From an optimization exercise on the open Yosys and OpenROAD flow, aimed at small area and a short achievable clock period; shortcuts taken in it are not production practice. At most, simulation tests tie the RTL to the original design; equivalence was not proved. Function not checked in runs 3 and 4: the RTL went through the layout flow alone. In every run shown here, the design's own scripts or RTL, not TritonCTS, make the clock network. The clock port is modelled as an ideal driver, which makes a skipped or thinned clock tree look cheaper than it is; a real chip needs a root buffer or a tree. No activity file was given, so power comes from the tool's default toggle rates.

==> design/flow/constraint.sdc <==
create_clock -name core_clock -period 10.0 [get_ports {clk}]
set_input_delay 2.0000 -clock core_clock [delete_from_list [all_inputs] [get_ports {clk}]]
set_output_delay 2.0000 -clock core_clock [all_outputs]
set_load 0.01 [all_outputs]
==> design/flow/flow/clktree_ob2.tcl <==
# Replace the clock tree that CTS built with four clock buffers fed straight
# from the clock port, each driving one quarter of the flip-flops (split by
# position), then legalize. Reads and rewrites the 4_cts.odb of the standard flow.
set platform $::env(FLOW_HOME)/platforms/$::env(FLOW_PLATFORM)
set results orfs/results/$::env(FLOW_PLATFORM)/kojisan_scale/base
read_lef $platform/lef/sky130_fd_sc_hd.tlef
read_lef $platform/lef/sky130_fd_sc_hd_merged.lef
read_liberty $platform/lib/sky130_fd_sc_hd__tt_025C_1v80.lib
read_db $results/4_cts.odb
read_sdc $results/4_cts.sdc
proc rebuild_clock_tree {ngroup bufmaster} {
  set block [ord::get_db_block]
  set db [ord::get_db]
  set clkport [$block findBTerm clk]
  set clknet [$clkport getNet]
  # every cell on the clock tree below the port (buffers, inverters, dummy loads)
  set sinks {}
  set treecells {}
  set front [list $clknet]
  set seen [dict create]
  while {[llength $front]} {
    set net [lindex $front 0]; set front [lrange $front 1 end]
    foreach it [$net getITerms] {
      if {![$it isInputSignal] && [$it getIoType] ne "INPUT"} continue
      set inst [$it getInst]
      set m [$inst getMaster]
      if {[$m isSequential]} { lappend sinks $it; continue }
      if {[dict exists $seen [$inst getName]]} continue
      dict set seen [$inst getName] 1
      lappend treecells $inst
      foreach o [$inst getITerms] {
        if {[$o isOutputSignal] && [$o getNet] ne "NULL"} { lappend front [$o getNet] }
      }
    }
  }
  puts "clock tree: [llength $treecells] cells, [llength $sinks] sinks"
  # delete the old tree
  foreach inst $treecells {
    foreach o [$inst getITerms] {
      if {[$o isOutputSignal] && [$o getNet] ne "NULL"} {
        set n [$o getNet]
        foreach it [$n getITerms] { $it disconnect }
        odb::dbNet_destroy $n
      }
    }
    foreach it [$inst getITerms] { if {[$it getNet] ne "NULL"} { $it disconnect } }
    odb::dbInst_destroy $inst
  }
  # cluster sinks: split by x into two halves, then each by y (ngroup = 4), or by x only
  set pts {}
  foreach it $sinks {
    set inst [$it getInst]
    set bb [$inst getBBox]
    lappend pts [list [expr {([$bb xMin] + [$bb xMax]) / 2}] [expr {([$bb yMin] + [$bb yMax]) / 2}] $it]
  }
  set groups [list $pts]
  set axis 0
  while {[llength $groups] < $ngroup} {
    set next {}
    foreach g $groups {
      set s [lsort -integer -index $axis $g]
      set h [expr {[llength $s] / 2}]
      lappend next [lrange $s 0 [expr {$h - 1}]] [lrange $s $h end]
    }
    set groups $next
    set axis [expr {1 - $axis}]
  }
  set master [$db findMaster $bufmaster]
  set k 0
  foreach g $groups {
    set sx 0; set sy 0
    foreach p $g { incr sx [lindex $p 0]; incr sy [lindex $p 1] }
    set cx [expr {$sx / [llength $g]}]; set cy [expr {$sy / [llength $g]}]
    set inst [odb::dbInst_create $block $master clkbuf_flat_$k]
    $inst setLocation $cx $cy
    $inst setPlacementStatus PLACED
    set net [odb::dbNet_create $block clknet_flat_$k]
    $net setSigType CLOCK
    [$inst findITerm A] connect $clknet
    [$inst findITerm X] connect $net
    foreach p $g { [lindex $p 2] connect $net }
    puts "group $k: [llength $g] sinks at ($cx, $cy)"
    incr k
  }
}
rebuild_clock_tree 4 sky130_fd_sc_hd__clkbuf_16
# output port buffers: one size up from buf_1, to drive the port load faster
set b2 [[ord::get_db] findMaster sky130_fd_sc_hd__buf_2]
foreach bt [[ord::get_db_block] getBTerms] {
  if {[$bt getIoType] ne "OUTPUT"} continue
  foreach it [[$bt getNet] getITerms] {
    if {[$it isOutputSignal] && [[[$it getInst] getMaster] getName] eq "sky130_fd_sc_hd__buf_1"} {
      [$it getInst] swapMaster $b2
    }
  }
}
detailed_placement
check_placement -verbose
source $platform/setRC.tcl
estimate_parasitics -placement
set_propagated_clock [all_clocks]
report_clock_skew
report_worst_slack -max
report_worst_slack -min
write_db $results/4_cts.odb
==> design/flow/design.v <==
module kojisan_scale (
    input  wire        clk,
    input  wire        rst,
    input  wire        in_valid,
    input  wire        in_sel,
    input  wire [15:0] in_raw,
    output reg         out_valid,
    output reg         out_sel,
    output reg  [31:0] out_q
);
    function automatic [31:0] skadd(input [31:0] a, input [31:0] b, input cin);
        reg [31:0] g, p, x;
        integer l, i;
        begin
            x = a ^ b;
            g = a & b;
            p = x;
            g[0] = g[0] | (p[0] & cin);
            for (l = 0; l < 5; l = l + 1)
                for (i = 0; i < 32; i = i + 1)
                    if (((i >> l) & 1) == 1) begin
                        g[i] = g[i] | (p[i] & g[((i >> l) << l) - 1]);
                        p[i] = p[i] & p[((i >> l) << l) - 1];
                    end
            skadd = x ^ {g[30:0], cin};
        end
    endfunction
    function automatic [63:0] bkadd64(input [63:0] a, input [63:0] b, input cin);
        reg [63:0] g, p, x;
        integer l, i;
        begin
            x = a ^ b;
            g = a & b;
            p = x;
            g[0] = g[0] | (p[0] & cin);
            for (l = 0; l < 6; l = l + 1)
                for (i = 0; i < 64; i = i + 1)
                    if ((i % (2 << l)) == (2 << l) - 1) begin
                        g[i] = g[i] | (p[i] & g[i - (1 << l)]);
                        p[i] = p[i] & p[i - (1 << l)];
                    end
            for (l = 4; l >= 0; l = l - 1)
                for (i = 0; i < 64; i = i + 1)
                    if (i >= (3 << l) - 1 && (i % (2 << l)) == (1 << l) - 1) begin
                        g[i] = g[i] | (p[i] & g[i - (1 << l)]);
                        p[i] = p[i] & p[i - (1 << l)];
                    end
            bkadd64 = x ^ {g[62:0], cin};
        end
    endfunction
    reg [15:0] r1; reg s1, v1;
    reg [18:0] a2; reg s2, v2;
    reg [23:0] n3; reg s3, v3;
    wire [31:0] rr  = {16'd0, r1};
    wire [31:0] a   = skadd(rr << 3, ~rr, 1'b1);
    wire [18:0] am  = s1 ? {1'b0, r1, 2'b00} : a[18:0];
    wire [23:0] n   = {1'b0, a2, 4'b0000} + {2'b00, a2, 3'b000} + {5'b00000, a2};
    wire [63:0] w   = bkadd64({23'd0, 1'b0, n3, 8'h01, n3[23:16]},
                              {23'd0, s3 ? 9'h000 : 9'h1D3, 8'h00, n3}, 1'b0);
    always @(posedge clk) begin
        if (rst) begin v1 <= 1'b0; v2 <= 1'b0; v3 <= 1'b0; out_valid <= 1'b0; end
        else begin v1 <= in_valid; v2 <= v1; v3 <= v2; out_valid <= v3; end
        r1 <= in_raw; s1 <= in_sel;
        a2 <= am;        s2 <= s1;
        n3 <= n;         s3 <= s2;
        out_q <= w[40:9]; out_sel <= s3;
    end
endmodule
==> design/flow/config.mk <==
export PLATFORM = sky130hd
export DESIGN_NAME = kojisan_scale
export DESIGN_NICKNAME = kojisan_scale
export VERILOG_FILES = /design/flow/design.v
export SDC_FILE = /design/flow/constraint.sdc
export NUM_CORES = 4
export LEC_CHECK = 0
export CAP_MARGIN = 20
export CORE_MARGIN = 2
export CORE_UTILIZATION = 40
export SLEW_MARGIN = 20
==> design/flow/flow/run.sh <==
#!/bin/bash
set -euo pipefail
export BUFFER_PORTS_ARGS="-buffer_cell sky130_fd_sc_hd__buf_1"
export SETUP_SLACK_MARGIN=7.35
export SKIP_CTS_REPAIR_TIMING=1
bash standard.sh cts > standard_to_cts.log 2>&1
openroad -no_init -exit flow/clktree_ob2.tcl > clktree.log 2>&1
bash standard.sh finish > standard_finish.log 2>&1
==> design/flow/standard.sh <==
#!/bin/bash
# synth_recipe.tcl (not shown) runs the flow's synth.tcl, then flattens the netlist and writes it again
# the make line also repeats each setting of config.mk as NAME=value (left out here)
make -C /OpenROAD-flow-scripts/flow DESIGN_CONFIG=/design/flow/config.mk WORK_HOME=/design/flow/orfs CLKGATE_MAP_FILE= SYNTH_SCRIPT=/design/flow/synth_recipe.tcl "${@:-finish}"
==> impl_results.md, run 1 <==
* Clock skew at 9.33 ps
* Die height at 115 µm
* Status: complete, no violations
* Net Sw Frac at a little under two fifths
* Buf/Inv on CP at 1
* Initial Utilization at approximately 41%
* Critical Path Fanout Max at 1
* Asr flop ratio synth at 0%
* FF-to-FF Start: a2[11]
* Leak at ~2.6 nW
* WL final at around 8900 µm
* Gate power share at slightly below 50%
* # rows at 40
* Antenna diodes at 0
* Tot GR Track Use at roughly 14%
* Sw Pwr at a little under 0.6 mW
* Wire per inst at approximately 13 µm
* Worst Hold Depth at 0
* CP startpoint kind: flop
* Ys flop type: dfxtp_1
* Worst path cell trace: buf_2
* Pre-Repair DR Iteration Count at 4
* HPWL after DPL at ~7300 µm
* Critical Path RT at around 8000 ps
* Slew HR at about two fifths
* #FFs+latches synth at roughly 100
* Worst r2r dst: n3[21]
* Unrepaired setup endpoints after global routing: true
* Vias in the first global route at 3317
* Initial antenna violation count at 0
* Largest net degree at the start of global routing at 34
* Worst Path Arrival at a little over 600 ps
* Unique masters post-synth at 54
* Total power at roughly 1.5 mW
* HP Class: reg2reg
* Setup WS post-layout at 7390 ps
* Final #Nets at approximately 630
* Cell taking the most area after synthesis: dfxtp_1
* Dominant cells by area after synthesis: dfxtp_1 (40%), ha_1 (15%), fa_1 (10%)
* Tmin final at about 2600 ps
* Syn nets at about 570
* Via count at approximately 3300
* Max incr delay on CP at between 300 and 400 ps
* Total gr overflow at 0
* Slowest cell on crit path: dfxtp_1
* Vias per inst at 4.92
* First-pass GRT wire length at 15200 µm
* Core Area at between 10000 and 15000 µm²
* Area delta synth->final at 13.2%
* Delay-heaviest family, CP: flip-flops
* Min-Delay Endpoint: s3
* Yosys warns at 1
* Number of synthesized flops with an enable pin at 0
* Pwr Density at between 200 and 300 nW/µm²
* Place WS at a little over 7000 ps
* Clock network power share at a little over a tenth
* Min-delay src: s2
* Commonest non-fill, non-tap cell in the layout: dfxtp_1
* Mapped Cells at about 460
* Worst reg2reg setup slack at approximately 7400 ps
* Final setup viols at 0
* Fin. Hold Viols at 0
* Critical path class: reg2out
* Share of the synthesized area in the top cell type at between 40% and 50%
* Fin crit share at a little over a quarter
* Clock-pin slew on the worst setup and hold paths at 90 ps
* Io pins at 54
* Avg Inst Size Synth at 10.7 µm²
* Most frequent cells in the layout: dfxtp_1 (83), ha_1 (55), inv_1 (40), buf_2 (34)
* R2R depth at 8
* Clock Latency Late Sink at approximately 160 ps
* MaxCap Viol Count at 0
* Initial DRC Count at 106
* Highest clock rate at about 0.38 GHz
* Max-slew violation count at 0
* Routed Antenna Nets at 0
* Worst Tran Pin Value at 925 ps
* Cell Area, Synth at slightly below 5000 µm²
* RD Place Congestion at ~0.85
* Die area at ~13000 µm²
* Port buffer count at between 50 and 60
* CP endpoint kind: primary output
* Internal power at around 0.96 mW
* Number of remaining DRC errors at 0
* Layout cells sized above 1 at between 15 and 20%
* Proportion of power drawn by flip-flops and latches at just over 40%
* Sum of negative setup slack at 0 ps
* CTS sink cnt at 99
* Sequential cell area fraction in the yosys report at 40.2%
* VDD IR max at about 0.00009 V
* Width of the die at 115 µm
[worst max path at each step]
stage | from | end | slack, ps | cells after the start
finish | out_q[3] | out_q[3] | 7390 | 1
global route | a2[5] | n3[21] | 7290 | 8
CTS | out_q[10] | out_q[10] | 7160 | 1
detailed placement | a2[5] | n3[21] | 7260 | 8
global placement | a2[5] | n3[21] | 7310 | 8
floorplan | a2[10] | n3[21] | 7510 | 8
[worst reg2reg max path: stages, from the launching register on]
cell and delay [ps]:
dfxtp_2 360, fa_1 500, ha_1 370, and3_4 200, a221o_1 320, a31oi_2 190, a21oi_2 100, or4_1 400
nand4_1 90
[state kept, by name (all words and copies together), names as in the netlist]
register	count
s2	1
s1	1
s3	1
out_valid	1
n3	24
v1	1
r1	16
out_sel	1
v2	1
out_q	32
a2	19
v3	1
[synthesized netlist by cell type, types with 2 or more instances]
master and instances:
nor3_1 6, nand2_1 24, dfxtp_1 99, a21oi_1 26, or3_1 3, fa_1 25
a31o_2 2, nor4_1 2, a21o_1 16, clkbuf_1 3, o31ai_1 3, nand4_1 5
and4_1 2, o21a_1 6, o211ai_1 5, o21bai_1 3, nand3_1 6, a21boi_0 3
xor2_1 23, a31oi_1 2, inv_1 40, ha_1 60, nor2b_1 7, and3_1 2
nand2b_1 2, nor2_1 20, mux2_2 3, o21ai_0 22, xnor2_1 17
[metrics by stage]
| step | cell area, µm² | hold WS (ps) | util [%] | std cells |
|---|---|---|---|---|
| 2_1_floorplan | 4930 | 310 | - | 462 |
| 3_3_place_gp | 5310 | 355 | 44.2 | 659 |
| 3_5_place_dp | 5310 | 349 | 44.2 | 659 |
| 4_1_cts | 5620 | 355 | 46.8 | 673 |
| 5_1_grt | 5590 | 365 | 46.5 | 667 |
| 6_report | 5590 | 359 | 46.5 | 667 |
[cell families after synthesis]
family | share of synthesized area [%]
buffers and inverters | 3.27
XOR/XNOR | 7.10
adder cells (fa/ha/maj) | 25.4
AO/OA/AOI/OAI | 14.3
AND/OR/NAND/NOR | 8.93
flip-flops | 40.2
multiplexers | 0.887
[area by class of cell]
class	instances	area, µm²
Fill cell	1140	6430
Inverter	40	150
Timing Repair Buffer	57	272
Tap cell	147	184
Multi-Input combinational cell	320	2880
Sequential cell	99	2000
Buffer	4	100
[power by group through the flow]
stage | Combinational [mW] | Sequential, mW | Clock (mW)
after floorplan | 0.483 | 0.643 | 0
after global placement | 0.680 | 0.632 | 0
after detailed placement | 0.689 | 0.634 | 0
after CTS | 0.693 | 0.626 | 0.374
after global routing | 0.857 | 0.641 | 0.193
final | 0.751 | 0.623 | 0.167
[metal layers]
metal,vias to the layer above,wire length (µm),track usage [%]
met4,0,118,4.10
met2,66,4340,25.7
met5,-,0,0
li1,1720,-,-
met3,8,314,2.42
met1,1487,4140,17.5
==> run 2, diff against run 1 <==
==> design/flow/flow/run.sh (replaced) <==
#!/bin/bash
set -euo pipefail
export BUFFER_PORTS_ARGS="-buffer_cell sky130_fd_sc_hd__buf_1"
export SETUP_SLACK_MARGIN=7.3
export SKIP_CTS_REPAIR_TIMING=1
bash standard.sh cts > standard_to_cts.log 2>&1
openroad -no_init -exit flow/clktree_ob2.tcl > clktree.log 2>&1
bash standard.sh finish > standard_finish.log 2>&1
==> run 2 against run 1 <==
  * Utilization down 0.48 points
  * First-iteration DRC count down 17%
  * Sequential power about the same
  * Worst setup slack better by 1.3 ps
  * Hold slack about the same
  * Largest power group unchanged
  * Via count down 0.70%
  * Critical path type unchanged
  * Final area down 1.0%
  * Sequential cell count unchanged
  * Global-route usage unchanged
  * Still clean
  * Register-to-register slack about the same
  * Sequential share of layout area up 0.31 points
  * Fmax about the same
==> impl_results.md, run 2 <==
* CP endpoint kind: primary output
* Worst Tran Pin Value at 913 ps
* R2R depth at 8
* Adder-cell share of the synthesized area at between 20% and 30%
* Ys flop type: dfxtp_1
* Highest clock rate at around 0.38 GHz
* Cell Area, Synth at 4930 µm²
* Top reg by flops: out_q
* Initial antenna violation count at 0
* Clock Latency Late Sink at 160 ps
* Number of synthesized flops with an enable pin at 0
* Largest family of logic cells by synthesized area: adder cells
* Util after Layout at between 40% and 50%
* RD Place Congestion at approximately 0.85
* Fin Hold WS at ~360 ps
* Vias per inst at between 4 and 5
* Commonest non-fill, non-tap cell in the layout: dfxtp_1
* Final #Nets at between 600 and 700
* Largest net degree at the start of global routing at 34
* Clock skew at approximately 8.3 ps
* Pre-Repair DR Iteration Count at 4
* Slew HR at between 30% and 40%
* Asr flop ratio synth at 0%
* Critical Path RT at 8000 ps
* Largest register FFs at 32
* First-pass GRT wire length at between 15000 and 20000 µm
* Width of the die at ~120 µm
* Avg Inst Size Synth at between 10 and 15 µm²
* Tmin final at between 2000 and 3000 ps
* Max incr delay on CP at ~330 ps
* Initial Utilization at roughly two fifths
* Io pins at 54
* Top flop regs: out_q (32), n3 (24), a2 (19)
* Status: complete, no violations
* Worst Hold Depth at 0
* Top-count cell post-synth: dfxtp_1
* Total gr overflow at 0
* Clock-pin slew on the worst setup and hold paths at about 90 ps
* Met2 Resource Use GR at between 20% and 30%
* CP startpoint kind: flop
* Worst reg2reg setup slack at about 7400 ps
* Critical Path Fanout Max at 1
* Mux share of post-synthesis cell area at less than 1%
* Syn nets at 567
* Via count at 3258
* Number of remaining DRC errors at 0
* Port buffer count at 53
* Max-slew violation count at 0
* Share of the synthesized area in the top cell type at 40.2%
* Leak at ~2.6 nW
* GR met1 Demand/Resource at approximately 17%
* Synth top cells by count: dfxtp_1 (99), ha_1 (60), inv_1 (40)
* Compound-gate portion of the synthesized area at roughly 14%
* GRT met3 Usage at between 2 and 2.5%
* Slowest cell on crit path: dfxtp_1
* Delay-heaviest family, CP: flip-flops
* Sum of negative setup slack at 0 ps
* CTS sink cnt at 99
* Fin. Hold Viols at 0
* Dominant cells by area after synthesis: dfxtp_1 (40%), ha_1 (15%), fa_1 (10%)
* Worst Path Arrival at around 610 ps
* Worst r2r dst: n3[21]
* Die height at 115 µm
* HPWL after DPL at approximately 7300 µm
* # rows at 40
* Antenna diodes at 0
* Initial DRC Count at 88
* Total power at between 1.5 and 2 mW
* Xor-xnor portion of the synthesized cell area at around 7.1%
* Cell taking the most area after synthesis: dfxtp_1
* WL final at just under 9000 µm
* Min-delay src: s2
* Worst path cell trace: buf_2
* Tot GR Track Use at between 10% and 20%
* Unrepaired setup endpoints after global routing: true
* Final setup viols at 0
* #FFs+latches synth at 99
* Layout cells sized above 1 at around 15%
* Pwr Density at about 270 nW/µm²
* Core Area at between 10000 and 15000 µm²
* Routed Antenna Nets at 0
* Most frequent cells in the layout: dfxtp_1 (84), ha_1 (58), inv_1 (40), buf_2 (34)
* MaxCap Viol Count at 0
* Mapped Cells at 462
* Min-Delay Endpoint: s3
* Area delta synth->final at 12.0%
* FF-to-FF Start: a2[11]
* Sequential cell area fraction in the yosys report at between 40% and 50%
* Yosys warns at 1
* Fin crit share at about a quarter
* Die area at about 13000 µm²
* Buf/Inv on CP at 1
* VDD IR max at approximately 0.000088 V
* Post-synthesis simple-gate area fraction at under 10%
* Critical path class: reg2out
* # fillers at approximately 1100
* Wire per inst at 13.3 µm
* HP Class: reg2reg
* Vias in the first global route at between 3000 and 4000
* Unique masters post-synth at between 50 and 60
* Most Used Layer, Global Route: met2
[run 2: changes by cell type in the layout (fill, tap and decap cells not counted)]
cell     before  now
buf_4         4    1
ha_1         55   58
ha_4          2    0
dfxtp_1      83   84
dfxtp_4       1    0
ha_2          3    2
o21ai_1       2    3
o21ai_2       1    0
[run 2: cells by family (layout without fill, tap and decap cells)]
logic type                 after synthesis  after routing
AOI/OAI and AO/OA                      105            105
xor gates and xnor gates                40             40
adders and majority gates               85             85
buffers and inverters                   43             98
DFF                                     99             99
muxes                                    4              4
and+or+nand+nor                         86             86
[run 2: final cells by class]
cell class / instances / area (µm²) / share of cell area [%]
timing repair buffer: 54 / 249 / 4.50
multi-input combinational: 320 / 2840 / 51.4
buffer: 4 / 100 / 1.81
inverter: 40 / 150 / 2.72
sequential: 99 / 2000 / 36.2
tap: 147 / 184 / 3.33
[run 2: worst max path at each step]
stage	start	to	slack, ps	cells past startpoint
2_1_floorplan	a2[10]	n3[21]	7510	8
3_3_place_gp	a2[5]	n3[21]	7310	8
3_5_place_dp	a2[5]	n3[21]	7260	8
4_1_cts	out_q[10]	out_q[10]	7160	1
5_1_grt	a2[5]	n3[21]	7280	8
6_report	out_q[3]	out_q[3]	7390	1
[run 2: per-stage QoR]
step,cell area (µm²),instances,setup slack (ps)
after floorplan,4930,462,7510
after global placement,5310,659,7310
after detailed placement,5310,659,7260
after CTS,5620,673,7160
after global routing,5530,664,7280
final,5530,664,7390
[run 2: layer usage]
layer  vias to the layer above  part of all wire [%]
li1                       1714                     -
met1                      1476                    46
met2                        62                    49
met3                         6                   3.6
met4                         0                   1.3
met5                         -                     0
[run 2: power breakdown]
group | total, mW | switching [mW] | internal [mW]
sequential | 0.621 | 0.0882 | 0.533
combinational | 0.726 | 0.394 | 0.332
clock | 0.167 | 0.0934 | 0.0733
total | 1.51 | 0.575 | 0.938
==> run 3, diff against run 2 <==
--- a/design/flow/design.v
+++ b/design/flow/design.v
@@ -8,7 +8,7 @@
     output reg         out_sel,
     output reg  [31:0] out_q
 );
-    function automatic [31:0] skadd(input [31:0] a, input [31:0] b, input cin);
+    function automatic [31:0] bkadd(input [31:0] a, input [31:0] b, input cin);
         reg [31:0] g, p, x;
         integer l, i;
         begin
@@ -18,11 +18,17 @@
             g[0] = g[0] | (p[0] & cin);
             for (l = 0; l < 5; l = l + 1)
                 for (i = 0; i < 32; i = i + 1)
-                    if (((i >> l) & 1) == 1) begin
-                        g[i] = g[i] | (p[i] & g[((i >> l) << l) - 1]);
-                        p[i] = p[i] & p[((i >> l) << l) - 1];
+                    if ((i % (2 << l)) == (2 << l) - 1) begin
+                        g[i] = g[i] | (p[i] & g[i - (1 << l)]);
+                        p[i] = p[i] & p[i - (1 << l)];
                     end
-            skadd = x ^ {g[30:0], cin};
+            for (l = 3; l >= 0; l = l - 1)
+                for (i = 0; i < 32; i = i + 1)
+                    if (i >= (3 << l) - 1 && (i % (2 << l)) == (1 << l) - 1) begin
+                        g[i] = g[i] | (p[i] & g[i - (1 << l)]);
+                        p[i] = p[i] & p[i - (1 << l)];
+                    end
+            bkadd = x ^ {g[30:0], cin};
         end
     endfunction
     function automatic [63:0] bkadd64(input [63:0] a, input [63:0] b, input cin);
@@ -52,7 +58,7 @@
     reg [18:0] a2; reg s2, v2;
     reg [23:0] n3; reg s3, v3;
     wire [31:0] rr  = {16'd0, r1};
-    wire [31:0] a   = skadd(rr << 3, ~rr, 1'b1);
+    wire [31:0] a   = bkadd(rr << 3, ~rr, 1'b1);
     wire [18:0] am  = s1 ? {1'b0, r1, 2'b00} : a[18:0];
     wire [23:0] n   = {1'b0, a2, 4'b0000} + {2'b00, a2, 3'b000} + {5'b00000, a2};
     wire [63:0] w   = bkadd64({23'd0, 1'b0, n3, 8'h01, n3[23:16]},
==> run 3 against run 2 <==
  * Still clean on timing, DRC and antenna
  * Sequential share of layout area shrank 0.92 points
  * Combinational power increased by 6.7%
  * Global-route usage decreased by 0.17 points
  * Critical path depth grew 8
  * Clock power barely moved
  * Via count grew 2.2%
  * Worst setup slack lost 41 ps
  * Total power grew 3.4%
  * Routed wire length rose by 0.47%
  * Sequential power barely moved
==> impl_results.md, run 3 <==
* Worst path most repeated cell: fa_1
* Synth top cells by count: dfxtp_1 (99), ha_1 (61), inv_1 (45)
* CTS sink cnt at slightly below 100
* Die height at around 120 µm
* Initial antenna violation count at 0
* Routed Antenna Nets at 0
* Reg area at about 2000 µm²
* # rows at 40
* CP startpoint kind: flop
* Largest net degree at the start of global routing at 31
* Critical Path RT at between 10000 and 15000 ps
* CP Capture Point: n3[20]
* Critical Path Fanout Max at 3
* Asr flop ratio synth at 0%
* Place WS at just over 7000 ps
* Top reg by flops: out_q
* Slowest cell on crit path: fa_1
* HPWL after DPL at slightly above 7000 µm
* Unique masters post-synth at 47
* Top flop regs: out_q (32), n3 (24), a2 (19)
* Yosys warns at 1
* Worst r2r dst: n3[20]
* Avg Inst Size Synth at 10.7 µm²
* Initial DRC Count at between 150 and 200
* Fin Hold WS at around 360 ps
* Leak at approximately 2.6 nW
* Sum of negative setup slack at 0 ps
* Status: complete, no violations
* First-pass GRT wire length at about 15000 µm
* Multi-input gate area at a little under 3000 µm²
* Largest register FFs at 32
* Sequential cell area fraction in the yosys report at between 30% and 40%
* Total gr overflow at 0
* Tmin final at ~2700 ps
* Vias in the first global route at between 3000 and 4000
* Mapped Cells at about 470
* Max-slew violation count at 0
* Die area at 13500 µm²
* Most frequent cells in the layout: dfxtp_1 (90), ha_1 (60), inv_1 (45), buf_2 (34), fa_1 (29)
* Worst path cell trace: fa_1, ha_1, fa_1, a21o_1, a21oi_2, o21ai_0, nand3_1, and2_4, o311ai_0
* Delay-heaviest family, CP: adder cells
* Worst Hold Depth at 0
* Share of the synthesized area in the top cell type at 39.5%
* Io pins at 54
* Cell taking the most area after synthesis: dfxtp_1
* Number of remaining DRC errors at 0
* Crit path launch: a2[0]
* Antenna diodes at 0
* # fillers at 1154
* CP endpoint kind: flop
* Worst reg2reg setup slack at ~7300 ps
* Ys flop type: dfxtp_1
* R2R depth at 9
* Port buffer count at 53
* Critical path class: reg2reg
* FF-to-FF Start: a2[0]
* Commonest non-fill, non-tap cell in the layout: dfxtp_1
* Wire per inst at 12.9 µm
* Number of synthesized flops with an enable pin at 0
* Final setup viols at 0
* Final cell count without fillers at 691
* Width of the die at roughly 120 µm
* #FFs+latches synth at 99
* Highest clock rate at ~0.38 GHz
* Pwr Density at between 200 and 300 nW/µm²
* Cell Area, Synth at 5020 µm²
* Min-delay src: s2
* Dominant cells by area after synthesis: dfxtp_1 (39%), ha_1 (15%), fa_1 (12%)
* Util after Layout at around 47%
* Unrepaired setup endpoints after global routing: true
* Slew HR at a little over a third
* Clock-pin slew on the worst setup and hold paths at approximately 90 ps
* Area delta synth->final at 12.6%
* Worst Path Arrival at about 2700 ps
* RD Place Congestion at 0.862
* Final #Nets at about 640
* Fin. Hold Viols at 0
* Via count at 3331
* WL final at roughly 8900 µm
* Top-count cell post-synth: dfxtp_1
* Initial Utilization at a little over 40%
* Vias per inst at between 4 and 5
* Syn nets at about 580
* Fin crit share at between 20% and 30%
* Buf/Inv on CP at 0
* Pre-Repair DR Iteration Count at 4
* HP Class: reg2reg
* Clock skew at between 6 and 7 ps
* Cells after DPL at about 700
* Core Area at around 12000 µm²
* MaxCap Viol Count at 0
* Max incr delay on CP at between 400 and 500 ps
* Setup WS post-layout at ~7300 ps
* VDD IR max at 0.000100 V
* Worst Tran Pin Value at 963 ps
* Layout cells sized above 1 at roughly 14%
* Cell depth of the worst setup path at 9
* Tot GR Track Use at around 14%
* Clock Latency Late Sink at about 160 ps
-- run 3: cell count changes after synthesis, sizes merged, moves of 5 or more --
| cell | before | now |
|---|---|---|
| and2 | 0 | 6 |
| nand2 | 24 | 19 |
| inv | 40 | 45 |
| a21oi | 27 | 16 |
-- run 3: metrics by stage --
stage               area [µm²]  power, mW
CTS                       5700       1.68
global route              5650       1.71
global placement          5410       1.33
detailed placement        5410       1.35
finish                    5650       1.56
floorplan                 5020       1.15
-- run 3: cell families after synthesis --
kind of cell	synth area share (%)
buffers and inverters	3.66
and+or+nand+nor	9.25
xor gates and xnor gates	6.46
AOI/OAI and AO/OA	12.7
muxes	1.69
adders and majority gates	26.8
DFF	39.5
-- run 3: routing by layer --
layer	track usage, %	vias to the layer above	share of wire, %
li1	-	1719	-
met1	18.6	1534	48
met2	23.6	71	47
met3	2.04	7	3.4
met4	5.00	0	1.3
met5	0	-	0
-- run 3: power breakdown --
group | switching, mW | leakage [nW] | internal (mW)
clock | 0.0958 | 0.0493 | 0.0734
sequential | 0.0879 | 0.834 | 0.533
combinational | 0.422 | 1.72 | 0.353
-- run 3: how the worst min path moves through the flow --
stage,slack [ps],to
floorplan,310,s3
global placement,360,s3
detailed placement,350,s3
CTS,360,s3
global route,380,s3
finish,360,s3
-- run 3: cell type report --
class	instances	share of cell area, %
multi-input combinational	319	51.6
sequential	99	35.3
timing repair buffer	56	4.67
inverter	45	2.99
buffer	4	1.77
tap	168	3.72
==> run 4, diff against run 3 <==
==> design/flow/design.v (replaced) <==
module kojisan_scale (
    input  wire        clk,
    input  wire        rst,
    input  wire        in_valid,
    input  wire        in_sel,
    input  wire [15:0] in_raw,
    output reg         out_valid,
    output reg         out_sel,
    output reg  [31:0] out_q
);
    function automatic [31:0] skadd(input [31:0] a, input [31:0] b, input cin);
        reg [31:0] g, p, x;
        integer l, i;
        begin
            x = a ^ b;
            g = a & b;
            p = x;
            g[0] = g[0] | (p[0] & cin);
            for (l = 0; l < 5; l = l + 1)
                for (i = 0; i < 32; i = i + 1)
                    if (((i >> l) & 1) == 1) begin
                        g[i] = g[i] | (p[i] & g[((i >> l) << l) - 1]);
                        p[i] = p[i] & p[((i >> l) << l) - 1];
                    end
            skadd = x ^ {g[30:0], cin};
        end
    endfunction
    function automatic [63:0] skadd64(input [63:0] a, input [63:0] b, input cin);
        reg [63:0] g, p, x;
        integer l, i;
        begin
            x = a ^ b;
            g = a & b;
            p = x;
            g[0] = g[0] | (p[0] & cin);
            for (l = 0; l < 6; l = l + 1)
                for (i = 0; i < 64; i = i + 1)
                    if (((i >> l) & 1) == 1) begin
                        g[i] = g[i] | (p[i] & g[((i >> l) << l) - 1]);
                        p[i] = p[i] & p[((i >> l) << l) - 1];
                    end
            skadd64 = x ^ {g[62:0], cin};
        end
    endfunction
    reg [15:0] r1; reg s1, v1;
    reg [18:0] a2; reg s2, v2;
    reg [23:0] n3; reg s3, v3;
    wire [31:0] rr  = {16'd0, r1};
    wire [31:0] a   = skadd(rr << 3, ~rr, 1'b1);
    wire [18:0] am  = s1 ? {1'b0, r1, 2'b00} : a[18:0];
    wire [23:0] n   = {1'b0, a2, 4'b0000} + {2'b00, a2, 3'b000} + {5'b00000, a2};
    wire [63:0] w   = skadd64({23'd0, 1'b0, n3, 8'h01, n3[23:16]},
                              {23'd0, s3 ? 9'h000 : 9'h1D3, 8'h00, n3}, 1'b0);
    always @(posedge clk) begin
        if (rst) begin v1 <= 1'b0; v2 <= 1'b0; v3 <= 1'b0; out_valid <= 1'b0; end
        else begin v1 <= in_valid; v2 <= v1; v3 <= v2; out_valid <= v3; end
        r1 <= in_raw; s1 <= in_sel;
        a2 <= am;        s2 <= s1;
        n3 <= n;         s3 <= s2;
        out_q <= w[40:9]; out_sel <= s3;
    end
endmodule
==> run 4 against run 3 <==
  * Sequential share of layout area is 1.3 points lower
  * Sequential cell count stayed put
  * Clock skew is 2.5 ps higher
  * Routed wire length is 7.9% higher
  * Register-to-register slack hardly changed
  * Area after synthesis is 4.9% higher
  * Utilization is 0.55 points lower
  * Total power is 6.1% higher
  * Critical path depth is 1 lower
  * Via count is 13% higher
  * Worst setup slack worse by 1.1 ps
  * Fmax hardly changed
==> impl_results.md, run 4 <==
* Place WS at 7120 ps
* Routed Antenna Nets at 0
* Cell taking the most area after synthesis: dfxtp_1
* Ys flop type: dfxtp_1
* CP startpoint kind: flop
* Commonest non-fill, non-tap cell in the layout: dfxtp_1
* Critical Path RT at between 10000 and 15000 ps
* Clock Latency Late Sink at around 160 ps
* Sequential cell area fraction in the yosys report at 37.6%
* RD Place Congestion at approximately 0.87
* Status: complete, no violations
* # rows at around 40
* HPWL after DPL at ~7600 µm
* WL final at 9600 µm
* Post-DP Area at 5620 µm²
* Max incr delay on CP at around 520 ps
* Total power at roughly 1.7 mW
* Worst Path Arrival at 2740 ps
* Setup WS post-layout at ~7300 ps
* Mapped Cells at 529
* Area delta synth->final at 11.4%
* Worst path cell trace: fa_1, ha_1, a211o_1, o211ai_1, a211o_1, a21oi_1, or4_1, o211ai_1
* Initial DRC Count at about 120
* Dominant cells by area after synthesis: dfxtp_1 (38%), ha_1 (12%), fa_1 (7.6%)
* Slowest cell on crit path: fa_1
* Layout cells sized above 1 at 13.2%
* Highest clock rate at 0.377 GHz
* Most frequent cells in the layout: dfxtp_1 (91), ha_1 (51), nand2_1 (38), inv_1 (34), buf_2 (34)
* Width of the die at between 100 and 150 µm
* R2R depth at 8
* Synth top cells by count: dfxtp_1 (99), ha_1 (52), nand2_1 (38)
* Core Area at between 10000 and 15000 µm²
* Die area at between 10000 and 15000 µm²
* Io pins at 54
* Top-count cell post-synth: dfxtp_1
* Syn nets at between 600 and 700
* Avg Inst Size Synth at 9.95 µm²
* Final #Nets at between 600 and 700
* Clock-pin slew on the worst setup and hold paths at around 90 ps
* Via count at approximately 3800
* Antenna diodes at 0
* Wire per inst at between 10 and 15 µm
* Final Instance Area at between 5000 and 6000 µm²
* CP endpoint kind: flop
* Die height at 119 µm
* Number of remaining DRC errors at 0
* Share of the synthesized area in the top cell type at 37.6%
* First-pass GRT wire length at 16100 µm
* Worst reg2reg setup slack at around 7300 ps
* Top flop regs: out_q (32), n3 (24), a2 (19)
* MaxCap Viol Count at 0
* Number of synthesized flops with an enable pin at 0
* Worst Tran Pin Value at about 520 ps
* Tmin final at ~2700 ps
* Worst Hold Depth at 0
* # fillers at between 1000 and 1500
* Pre-Repair DR Iteration Count at 4
* Vias in the first global route at ~3500
* Leak at around 2.6 nW
* Initial antenna violation count at 0
* Final setup viols at 0
* Vias per inst at between 5 and 6
* Fin Hold WS at ~340 ps
* Clock skew at 9.35 ps
* Fin crit share at between 20% and 30%
* Max-slew violation count at 0
* Top reg by flops: out_q
* Pwr Density at 283 nW/µm²
* Total gr overflow at 0
* Critical path class: reg2reg
* #FFs+latches synth at between 90 and 100
* Critical Path Fanout Max at 3
* CTS sink cnt at between 90 and 100
* Largest net degree at the start of global routing at 37
* Sum of negative setup slack at 0 ps
* Asr flop ratio synth at 0%
* Initial Utilization at 41.4%
* VDD IR max at 0.0000953 V
* Yosys warns at 1
* Slew HR at 65.3%
* Unrepaired setup endpoints after global routing: true
* Fin. Hold Viols at 0
* Tot GR Track Use at a little over an eighth
* HP Class: reg2reg
* Largest register FFs at 32
* Cell Area, Synth at about 5300 µm²
* Unique masters post-synth at a little over 70
* Port buffer count at 53
## run 4: where the power goes
group | total [mW] | internal [mW] | switching, mW
Clock | 0.164 | 0.0732 | 0.0904
Combinational | 0.879 | 0.390 | 0.489
Sequential | 0.618 | 0.528 | 0.0898
Total | 1.66 | 0.992 | 0.669
## run 4: logic make-up after synthesis
| family | Yosys count | share of synthesized area (%) |
|---|---|---|
| AOI/OAI and AO/OA | 133 | 17.6 |
| xor gates and xnor gates | 45 | 7.49 |
| adders and majority gates | 72 | 20.0 |
| buffers and inverters | 46 | 3.66 |
| DFF | 99 | 37.6 |
| muxes | 6 | 1.19 |
| and+or+nand+nor | 128 | 12.5 |
## run 4: area by class of cell
type                            instances  area, µm²  share of cell area [%]
Buffer                                  4        100                    1.71
Inverter                               34        128                    2.18
Multi-Input combinational cell        384       3170                    54.0
Sequential cell                        99       1990                    34.0
Tap cell                              172        215                    3.67
Timing Repair Buffer                   56        264                    4.50
## run 4: per-stage QoR
stage	std cells	util, %
final	749	46.1
after global routing	749	46.1
after CTS	759	46.4
after detailed placement	743	44.2
after global placement	743	44.2
after floorplan	529	-
## run 4: worst max-delay path: cells and delay by family, from the launching register on
family                   cells  cell delay [ps]
AO/OA/AOI/OAI                5              910
AND/OR/NAND/NOR              1              470
adder cells (fa/ha/maj)      2              860
flip-flops                   1              350
## run 4: path summary, 6_finish.rpt
check	startpoint	end
max reg2reg	a2[2]	n3[17]
max	a2[2]	n3[17]
min reg2reg	s2	s3
min	s2	s3
## run 4: layer usage
layer	GRT usage, %	routed length (µm)	vias up
met2	22.4	4530	83
met1	17.9	4530	1692
met3	2.99	391	13
met4	3.94	148	0
li1	-	-	1985
met5	0	0	-

==> separate check: timing with driven ports <==
How much do the figures lean on ideal ports? The routed layouts below were timed once more, with nothing changed but the port constraints. Step 1 (the two cells are an assumption about what drives the block):
set clk [get_ports {clk}]
set_driving_cell -lib_cell sky130_fd_sc_hd__clkbuf_16 $clk
set_driving_cell -lib_cell sky130_fd_sc_hd__buf_2 [delete_from_list [all_inputs] $clk]
Step 2 also shifts input and output timing later by t, the mid clock arrival at the registers, as if the neighbouring blocks saw the same clock. Slacks: no drivers / after step 1 / after step 2; pairs: no drivers / after step 1.
| run | shift t [ns] | slack for setup (ns) | latest minus earliest clock arrival (ns) | worst data-port slew with drivers (ns) | pins driven straight from the clock port |
|---|---|---|---|---|---|
| run 1 | 0.238 | 7.387 / 7.302 / 7.398 | 0.009 / 0.009 | 0.03 | 4 |
| run 2 | 0.238 | 7.388 / 7.303 / 7.403 | 0.008 / 0.008 | 0.03 | 4 |
| run 3 | 0.238 | 7.347 / 7.309 / 7.348 | 0.008 / 0.009 | 0.03 | 4 |
| run 4 | 0.236 | 7.346 / 7.321 / 7.346 | 0.010 / 0.010 | 0.03 | 4 |
After both steps every run listed still meets setup and hold.
